From an optimization exercise on the open Yosys and OpenROAD flow, aimed at small area, a short achievable clock period and few clock cycles; shortcuts taken in it are not production practice. At most, simulation tests tie the RTL to the original design; equivalence was not proved. No activity file was given, so power comes from the tool's default toggle rates.

## wip/quartz
==> flow/design.v (excerpt) <==
module ppe_codec (
    input  wire        clk,
    input  wire        rst,
    input  wire        cmd_valid,
    output wire        cmd_ready,
    input  wire [3:0]  cmd_op,
    input  wire [7:0]  cmd_seqaddr,
    input  wire [7:0]  cmd_cmd,
    input  wire [10:0] cmd_len,
    input  wire        in_valid,
    output wire        in_ready,
    input  wire [7:0]  in_data,
    output wire        out_valid,
    input  wire        out_ready,
    output wire [7:0]  out_data,
    output wire        res_valid,
    input  wire        res_ready,
    output wire [3:0]  res_err,
    output wire [15:0] res_crc,
    output wire [7:0]  res_start,
    output wire [7:0]  res_seqaddr,
    output wire [7:0]  res_flen
);
Size: roughly 680 cells after synthesis, ~100 I/O pins, about 6000 sq um of cells after synthesis.
Settings: LEC_CHECK=0, CAP_MARGIN=20, CORE_MARGIN=2, CORE_UTILIZATION=40, CTS_BUF_LIST=sky130_fd_sc_hd__clkbuf_8, CTS_CLUSTER_DIAMETER=100, CTS_CLUSTER_SIZE=40, SETUP_SLACK_MARGIN=1.6, SLEW_MARGIN=20; clock period 4.5 ns.
standard.sh (not shown) runs the stock make flow with config.mk's settings and CLKGATE_MAP_FILE= SYNTH_SCRIPT=/design/flow/synth_recipe.tcl, a recipe that flattens the netlist after the stock synthesis.
==> flow/flow/run.sh <==
#!/bin/bash
# Standard layout, but the port buffers are plain buf_2 cells instead of the
# resizer's default pick (a 0.5 ns delay buffer).
set -euo pipefail
export BUFFER_PORTS_ARGS="-buffer_cell sky130_fd_sc_hd__buf_2"
bash standard.sh > standard_flow.log 2>&1
Having completed the whole flow, wip/quartz delivered a layout that passed the timing, design-rule and antenna checks.
## Diff of input files: wip/harbor against wip/quartz
--- a/flow/design.v
+++ b/flow/design.v
@@ -47,34 +47,39 @@
     reg [7:0]  pcnt;       
     reg        plst;       
     reg        nneg;       
     reg        nbig;       
     reg [15:0] crc;
     reg [7:0]  start_b;
     reg [7:0]  seqaddr;    
     reg [7:0]  flen;       
     reg        mlo;        
     reg        tcrc;       
     reg        rcrc;       
     reg        hdr;        
-    reg        pt;         
     reg [1:0]  ts;         
     reg        ttc;        
+    reg        f_idle;     
+    reg        f_inn;      
+    reg        f_inc;      
+    reg        f_pt;       
+    reg        f_og;       
+    reg        f_nrk;      
     reg        first;      
     reg [3:0]  werr;       
     reg        fp;         
     reg        rv;
-    reg [3:0]  err;
+    reg        rz;         
     assign res_valid   = rv;
-    assign res_err     = err;
+    assign res_err     = werr & {4{~rz}};
     assign res_crc     = crc;
     assign res_start   = start_b;
     assign res_seqaddr = seqaddr;
     assign res_flen    = flen;
     function [10:0] dec11(input [10:0] x);    
         integer k;
         reg     z;
         begin
             z = 1'b1;
             for (k = 0; k < 11; k = k + 1) begin
                 dec11[k] = x[k] ^ z;
                 z = z & ~x[k];
@@ -106,39 +111,35 @@
     function lt8(input [7:0] a, input [7:0] b);    
         integer k;
         reg     r;
         begin
             r = 1'b0;
             for (k = 0; k < 8; k = k + 1)
                 r = (~a[k] & b[k]) | (~(a[k] ^ b[k]) & r);
             lt8 = r;
         end
     endfunction
     wire slot = ~rv | res_ready;
     wire ta   = |ts;       
-    wire st_inc  = (state == S_CIN) | (state == S_D1) | (state == S_D2);
-    wire st_inn  = (state == S_D0) | (state == S_CK0) | (state == S_CK1) | (state == S_SKIP);
-    wire st_gen  = (state == S_EH0) | hdr;
     reg [7:0] gbyte;
     always @* begin
         if (ts[0])      gbyte = crc[7:0];
         else if (ts[1]) gbyte = crc[15:8];
         else if (hdr)   gbyte = seqaddr;
         else            gbyte = 8'h7F;
     end
-    assign cmd_ready = slot & ~fp & (state == S_IDLE);
-    assign in_ready  = st_inn | (st_inc & ~ta & (~rv | ~rcrc | res_ready)) |
-                       (pt & ~ta & out_ready & slot);
-    assign out_valid = slot & (ta | st_gen | (pt & in_valid));
-    assign out_data  = (pt & ~ta) ? in_data : gbyte;
+    assign cmd_ready = slot & f_idle;
+    assign in_ready  = f_inn | (f_inc & (f_nrk | res_ready)) | (f_pt & out_ready & slot);
+    assign out_valid = slot & (f_og | (f_pt & in_valid));
+    assign out_data  = f_pt ? in_data : gbyte;
     wire cmd_fire = cmd_valid & cmd_ready;
     wire in_fire  = in_valid & in_ready;
     wire out_fire = out_valid & out_ready;
     wire [7:0]  cbyte = hdr ? seqaddr : in_data;
     wire [15:0] base  = crc | {16{first}};
     wire [7:0]  t     = base[15:8] ^ cbyte;
     wire        p     = (^base[15:8]) ^ (^cbyte);
     wire [15:0] crc_next = {
         base[7] ^ p,
         base[6:2],
         base[1] ^ t[7],
         base[0] ^ t[6] ^ t[7],
@@ -217,44 +218,59 @@
             S_CK0: if (in_fire) state_n = S_CK1;
             S_CK1: if (in_fire) begin
                 if (lst) begin fin = 1'b1; fin_err = ok ? ERR_NONE : ERR_CHECKSUM; state_n = S_IDLE; end
                 else state_n = S_SKIP;
             end
             S_SKIP: if (in_fire & lst) begin fin = 1'b1; state_n = S_IDLE; end
             default: ;
         endcase
     end
     wire traise = ts[1] & out_fire;
     wire fraise = (fin | fp) & slot & ~ta;
     wire raise  = traise | fraise;
+    wire [1:0] ts_n = tstart ? 2'd1 : (out_fire & ta) ? {ts[0], 1'b0} : ts;
+    wire rv_n   = raise | (rv & ~res_ready);
+    wire fp_n   = (fin | fp) & ~fraise;
+    wire rcrc_n = raise ? (traise & ttc) : rcrc;
     always @(posedge clk) begin
         if (rst) begin
             state <= S_IDLE;
             hdr   <= 1'b0;
-            pt    <= 1'b0;
             ts    <= 2'd0;
             rv    <= 1'b0;
             fp    <= 1'b0;
+            f_idle <= 1'b1;
+            f_inn  <= 1'b0;
+            f_inc  <= 1'b0;
+            f_pt   <= 1'b0;
+            f_og   <= 1'b0;
+            f_nrk  <= 1'b1;
         end else begin
             state <= state_n;
             hdr   <= (state_n == S_EH1) | (state_n == S_EH2) | (state_n == S_EH3);
-            pt    <= (state_n == S_EDATA) | (state_n == S_PAY);
-            if (tstart) ts <= 2'd1;
-            else if (out_fire & ta) ts <= {ts[0], 1'b0};
-            rv    <= raise | (rv & ~res_ready);
-            fp    <= (fin | fp) & ~fraise;
+            ts    <= ts_n;
+            rv    <= rv_n;
+            fp    <= fp_n;
+            f_idle <= (state_n == S_IDLE) & ~fp_n;
+            f_inn  <= (state_n == S_D0) | (state_n == S_CK0) | (state_n == S_CK1) |
+                      (state_n == S_SKIP);
+            f_inc  <= ((state_n == S_CIN) | (state_n == S_D1) | (state_n == S_D2)) & ~(|ts_n);
+            f_pt   <= ((state_n == S_EDATA) | (state_n == S_PAY)) & ~(|ts_n);
+            f_og   <= (|ts_n) | (state_n == S_EH0) | (state_n == S_EH1) |
+                      (state_n == S_EH2) | (state_n == S_EH3);
+            f_nrk  <= ~(rv_n & rcrc_n);
         end
     end
     always @(posedge clk) begin
-        if (raise) err <= traise ? ERR_NONE : fin ? fin_err : werr;
+        if (raise) rz <= traise;
         if (raise) rcrc <= traise & ttc;
         if (tstart) ttc <= tcrc;
         if (fin) werr <= fin_err;
         if (crc_step) crc <= crc_next;
         else if (crc_ffff) crc <= 16'hFFFF;
         if (hdr & out_fire) begin
             seqaddr <= flen;
             flen    <= pcnt;
         end
         if (cmd_fire) first <= 1'b1;
         else if (crc_step) first <= 1'b0;
         if (cmd_fire) begin
[summary]
Side by side, clock share of power turned out higher in wip/harbor than in wip/quartz. A cell type of the slowest stage on the worst timing path of a311o_1 is what wip/harbor shows, while dfxtp_4 belongs to wip/quartz. Compared with wip/quartz, wip/harbor degrades synthesized area. Against wip/quartz, net switching component of the power in wip/harbor came out better. Power: wip/harbor draws less than wip/quartz. Changes observed in wip/harbor relative to wip/quartz: core utilization of the finished layout shows a reduction of 1.8 points; level count of the clock H-tree about even; routed metal-1 wirelength climbed 1.5%. wip/harbor vs. wip/quartz: per-cell via count in the routed design climbed about 0.7%, met2 usage decreased 2.1 points. Higher clock network contribution to total cell area among wip/quartz and wip/harbor: wip/harbor. Re post-cts gate resize count: wip/quartz was higher than wip/harbor.
No functional check of the RTL was part of any run of this note.

---

Another version of the RTL of ppe_codec (not shown whole).
Size in the first run: ~83 flip-flops, roughly 100 I/O pins.
// ppe_codec
module ppe_codec (
    input  wire        clk,
    input  wire        rst,
    input  wire        cmd_valid,
    output wire        cmd_ready,
    input  wire [3:0]  cmd_op,
    input  wire [7:0]  cmd_seqaddr,
    input  wire [7:0]  cmd_cmd,
    input  wire [10:0] cmd_len,
    input  wire        in_valid,
    output wire        in_ready,
    input  wire [7:0]  in_data,
    output wire        out_valid,
    input  wire        out_ready,
    output wire [7:0]  out_data,
    output wire        res_valid,
    input  wire        res_ready,
    output wire [3:0]  res_err,
    output wire [15:0] res_crc,
    output wire [7:0]  res_start,
    output wire [7:0]  res_seqaddr,
    output wire [7:0]  res_flen
);
    localparam [3:0] ERR_NONE      = 4'h0;
    localparam [3:0] ERR_TRUNCATED = 4'h5;
    localparam [3:0] ERR_CHECKSUM  = 4'h6;
    localparam [3:0] ERR_TOO_LARGE = 4'h8;
    localparam [3:0] ERR_ILLEGAL   = 4'hF;
    localparam [3:0] S_IDLE  = 4'd0,
                     S_CIN   = 4'd1,    
                     S_CZ    = 4'd2,    
  ...
==> flow/config.mk <==
export PLATFORM = sky130hd
export DESIGN_NAME = ppe_codec
export DESIGN_NICKNAME = ppe_codec
export VERILOG_FILES = /design/flow/design.v
export SDC_FILE = /design/flow/constraint.sdc
export NUM_CORES = 4
export LEC_CHECK = 0
export ABC_AREA = 1
export CAP_MARGIN = 20
export CORE_MARGIN = 2
export CORE_UTILIZATION = 40
export CTS_BUF_LIST = sky130_fd_sc_hd__clkbuf_8
export CTS_CLUSTER_DIAMETER = 100
export CTS_CLUSTER_SIZE = 40
export SETUP_SLACK_MARGIN = 1.9
export SLEW_MARGIN = 20
==> flow/constraint.sdc <==
create_clock -name core_clock -period 4.5 [get_ports {clk}]
set_input_delay 0.9000 -clock core_clock [delete_from_list [all_inputs] [get_ports {clk}]]
set_output_delay 0.9000 -clock core_clock [all_outputs]
set_load 0.01 [all_outputs]
Scripts as last shown in full above: flow/flow/run.sh
Testbench counts at the start, summed over its fixed seeds: cycles 47,088.
Change:
--- a/flow/design.v
+++ b/flow/design.v
@@ -53,18 +53,20 @@
     reg [7:0]  seqaddr;    
     reg [7:0]  flen;       
     reg        mlo;        
     reg        tcrc;       
     reg        rcrc;       
     reg        hdr;        
     reg        pt;         
     reg [1:0]  ts;         
     reg        ttc;        
+    reg        pto;        
+    reg        s7f;        
     reg        first;      
     reg [3:0]  werr;       
     reg        fp;         
     reg        rv;
     reg        rz;         
     assign res_valid   = rv;
     assign res_err     = werr & {4{~rz}};
     assign res_crc     = crc;
     assign res_start   = start_b;
@@ -114,22 +116,20 @@
         end
     endfunction
     wire slot = ~rv | res_ready;
     wire ta   = |ts;       
     wire st_inc  = (state == S_CIN) | (state == S_D1) | (state == S_D2);
     wire st_inn  = (state == S_D0) | (state == S_CK0) | (state == S_CK1) | (state == S_SKIP);
     wire st_gen  = (state == S_EH0) | hdr;
     assign cmd_ready = slot & ~fp & (state == S_IDLE);
     assign in_ready  = st_inn | (st_inc & ~ta & (~rv | ~rcrc | res_ready)) |
-                       (pt & ~ta & out_ready & slot);
-    assign out_valid = slot & (ta | st_gen | (pt & in_valid));
-    wire pto = pt & ~ta;
-    wire s7f = ~pt & ~ta & ~hdr;
+                       (pto & out_ready & slot);
+    assign out_valid = slot & (ta | st_gen | (pto & in_valid));
     assign out_data  = ({8{pto}} & in_data) | ({8{ts[0]}} & crc[7:0]) | ({8{ts[1]}} & crc[15:8]) |
                        ({8{hdr}} & seqaddr) | {1'b0, {7{s7f}}};
     wire cmd_fire = cmd_valid & cmd_ready;
     wire in_fire  = in_valid & in_ready;
     wire out_fire = out_valid & out_ready;
     wire [7:0]  cbyte = hdr ? seqaddr : in_data;
     wire [15:0] base  = crc | {16{first}};
     wire [7:0]  t     = base[15:8] ^ cbyte;
     wire        p     = (^base[15:8]) ^ (^cbyte);
@@ -216,32 +216,38 @@
                 else state_n = S_SKIP;
             end
             S_SKIP: if (in_fire & lst) begin fin = 1'b1; state_n = S_IDLE; end
             default: ;
         endcase
     end
     wire traise = ts[1] & out_fire;
     wire fraise = (fin | fp) & slot & ~ta;
     wire raise  = traise | fraise;
+    wire [1:0] ts_n = tstart ? 2'd1 : (out_fire & ta) ? {ts[0], 1'b0} : ts;
+    wire hdr_n  = (state_n == S_EH1) | (state_n == S_EH2) | (state_n == S_EH3);
+    wire pt_n   = (state_n == S_EDATA) | (state_n == S_PAY);
     always @(posedge clk) begin
         if (rst) begin
             state <= S_IDLE;
             hdr   <= 1'b0;
             pt    <= 1'b0;
             ts    <= 2'd0;
+            pto   <= 1'b0;
+            s7f   <= 1'b1;
             rv    <= 1'b0;
             fp    <= 1'b0;
         end else begin
             state <= state_n;
-            hdr   <= (state_n == S_EH1) | (state_n == S_EH2) | (state_n == S_EH3);
-            pt    <= (state_n == S_EDATA) | (state_n == S_PAY);
-            if (tstart) ts <= 2'd1;
-            else if (out_fire & ta) ts <= {ts[0], 1'b0};
+            hdr   <= hdr_n;
+            pt    <= pt_n;
+            ts    <= ts_n;
+            pto   <= pt_n & ~(|ts_n);
+            s7f   <= ~pt_n & ~(|ts_n) & ~hdr_n;
             rv    <= raise | (rv & ~res_ready);
             fp    <= (fin | fp) & ~fraise;
         end
     end
     always @(posedge clk) begin
         if (raise) rz <= traise;
         if (raise) rcrc <= traise & ttc;
         if (tstart) ttc <= tcrc;
         if (fin) werr <= fin_err;
Effect:
- The new run passed the timing, design-rule and antenna checks
- power came out higher by 1.0%
- global-route usage came out higher by 0.49 points
- final area came out higher by 2.4%
- via count came out higher by 2.1%
- die area came out higher by 1.1%
- first-iteration DRC count came out higher by 1.1%
- routed wire length came out higher by 3.5%
- fmax came out higher by 0.76%
Only the layout flow was run in the second run of this note; the RTL was not checked for function there.

---

Starting RTL as in the previous note.
clock: 4.5 ns
lec_check: 0
abc_area: 1
cap_margin: 20
core_margin: 2
core_utilization: 60
cts_buf_list: sky130_fd_sc_hd__clkbuf_8
cts_cluster_diameter: 100
cts_cluster_size: 40
setup_slack_margin: 1.6
slew_margin: 20
==> flow/flow/run.sh <==
#!/bin/bash
# Standard layout, but the port buffers are plain buf_1 cells instead of the
# resizer's default pick (a 0.5 ns delay buffer).
set -euo pipefail
export BUFFER_PORTS_ARGS="-buffer_cell sky130_fd_sc_hd__buf_1"
bash standard.sh > standard_flow.log 2>&1
The starting point finished clean.
Testbench counts at the start, summed over its fixed seeds: cycles 47,088.
Change:
--- a/flow/design.v
+++ b/flow/design.v
@@ -110,30 +110,34 @@
             r = 1'b0;
             for (k = 0; k < 8; k = k + 1)
                 r = (~a[k] & b[k]) | (~(a[k] ^ b[k]) & r);
             lt8 = r;
         end
     endfunction
     wire slot = ~rv | res_ready;
     wire ta   = |ts;       
     wire st_inc  = (state == S_CIN) | (state == S_D1) | (state == S_D2);
     wire st_inn  = (state == S_D0) | (state == S_CK0) | (state == S_CK1) | (state == S_SKIP);
     wire st_gen  = (state == S_EH0) | hdr;
+    reg [7:0] gbyte;
+    always @* begin
+        if (ts[0])      gbyte = crc[7:0];
+        else if (ts[1]) gbyte = crc[15:8];
+        else if (hdr)   gbyte = seqaddr;
+        else            gbyte = 8'h7F;
+    end
     assign cmd_ready = slot & ~fp & (state == S_IDLE);
     assign in_ready  = st_inn | (st_inc & ~ta & (~rv | ~rcrc | res_ready)) |
                        (pt & ~ta & out_ready & slot);
     assign out_valid = slot & (ta | st_gen | (pt & in_valid));
-    wire pto = pt & ~ta;
-    wire s7f = ~pt & ~ta & ~hdr;
-    assign out_data  = ({8{pto}} & in_data) | ({8{ts[0]}} & crc[7:0]) | ({8{ts[1]}} & crc[15:8]) |
-                       ({8{hdr}} & seqaddr) | {1'b0, {7{s7f}}};
+    assign out_data  = (pt & ~ta) ? in_data : gbyte;
     wire cmd_fire = cmd_valid & cmd_ready;
     wire in_fire  = in_valid & in_ready;
     wire out_fire = out_valid & out_ready;
     wire [7:0]  cbyte = hdr ? seqaddr : in_data;
     wire [15:0] base  = crc | {16{first}};
     wire [7:0]  t     = base[15:8] ^ cbyte;
     wire        p     = (^base[15:8]) ^ (^cbyte);
     wire [15:0] crc_next = {
         base[7] ^ p,
         base[6:2],
         base[1] ^ t[7],
=>
- The new run ran to the end with no violations
- final area goes up by 0.81%
- wire length goes down by about 1.5%
- sequential share of layout area goes down by 0.20 points
- clock power goes down by 13%
- count of clock-buffer cells in the layout goes down by 1
- worst setup slack loses 0.048 ns
- non-clock buffer count goes up by 3
- maximum frequency goes down by 1.7%
- synthesized area goes up by about 0.8%
- die area goes up by about 0.75%
- sequential power is about the same
- final cell count goes up by about 1.8%
- via count goes up by 0.92%
- first-iteration DRC count goes down by about 4%
No functional check of the RTL was part of the second run of this note.

-- separate check: timing with driven ports --
How much do the figures lean on ideal ports? The routed layouts below were timed once more, with nothing changed but the port constraints.
Step 1 (the two cells are an assumption about what drives the block):
set clk [get_ports {clk}]
set_driving_cell -lib_cell sky130_fd_sc_hd__clkbuf_16 $clk
set_driving_cell -lib_cell sky130_fd_sc_hd__buf_2 [delete_from_list [all_inputs] $clk]
Step 2 times the ports against the registers' clock, not the clock port: input delays grow and output delays shrink by t, the midpoint of the rising clock arrivals with the driver on.
Three values: ideal ports, drivers, drivers and shift; two values: the first two.
run	shift t [ns]	setup slack, ns	worst setup path after step 2	worst slew at a driven data input, ns	cell pins on the clock port's net
wip/quartz	0.411	1.596 / 1.558 / 1.293	input to register	0.04	1
wip/harbor	0.412	1.616 / 1.633 / 1.220	input to register	0.04	1
the first run of note 2	0.406	1.879 / 1.848 / 1.648	input to register	0.04	1
the second run of note 2	0.416	1.899 / 1.868 / 1.647	input to register	0.04	1
the first run of note 3	0.406	1.710 / 1.673 / 1.502	input to register	0.03	1
the second run of note 3	0.390	1.663 / 1.640 / 1.348	input to register	0.04	1
After both steps setup and hold are still met in every run listed. For wip/harbor, which loses most, drivers alone change the setup slack by +0.017 ns; drivers and shift together by -0.396 ns.
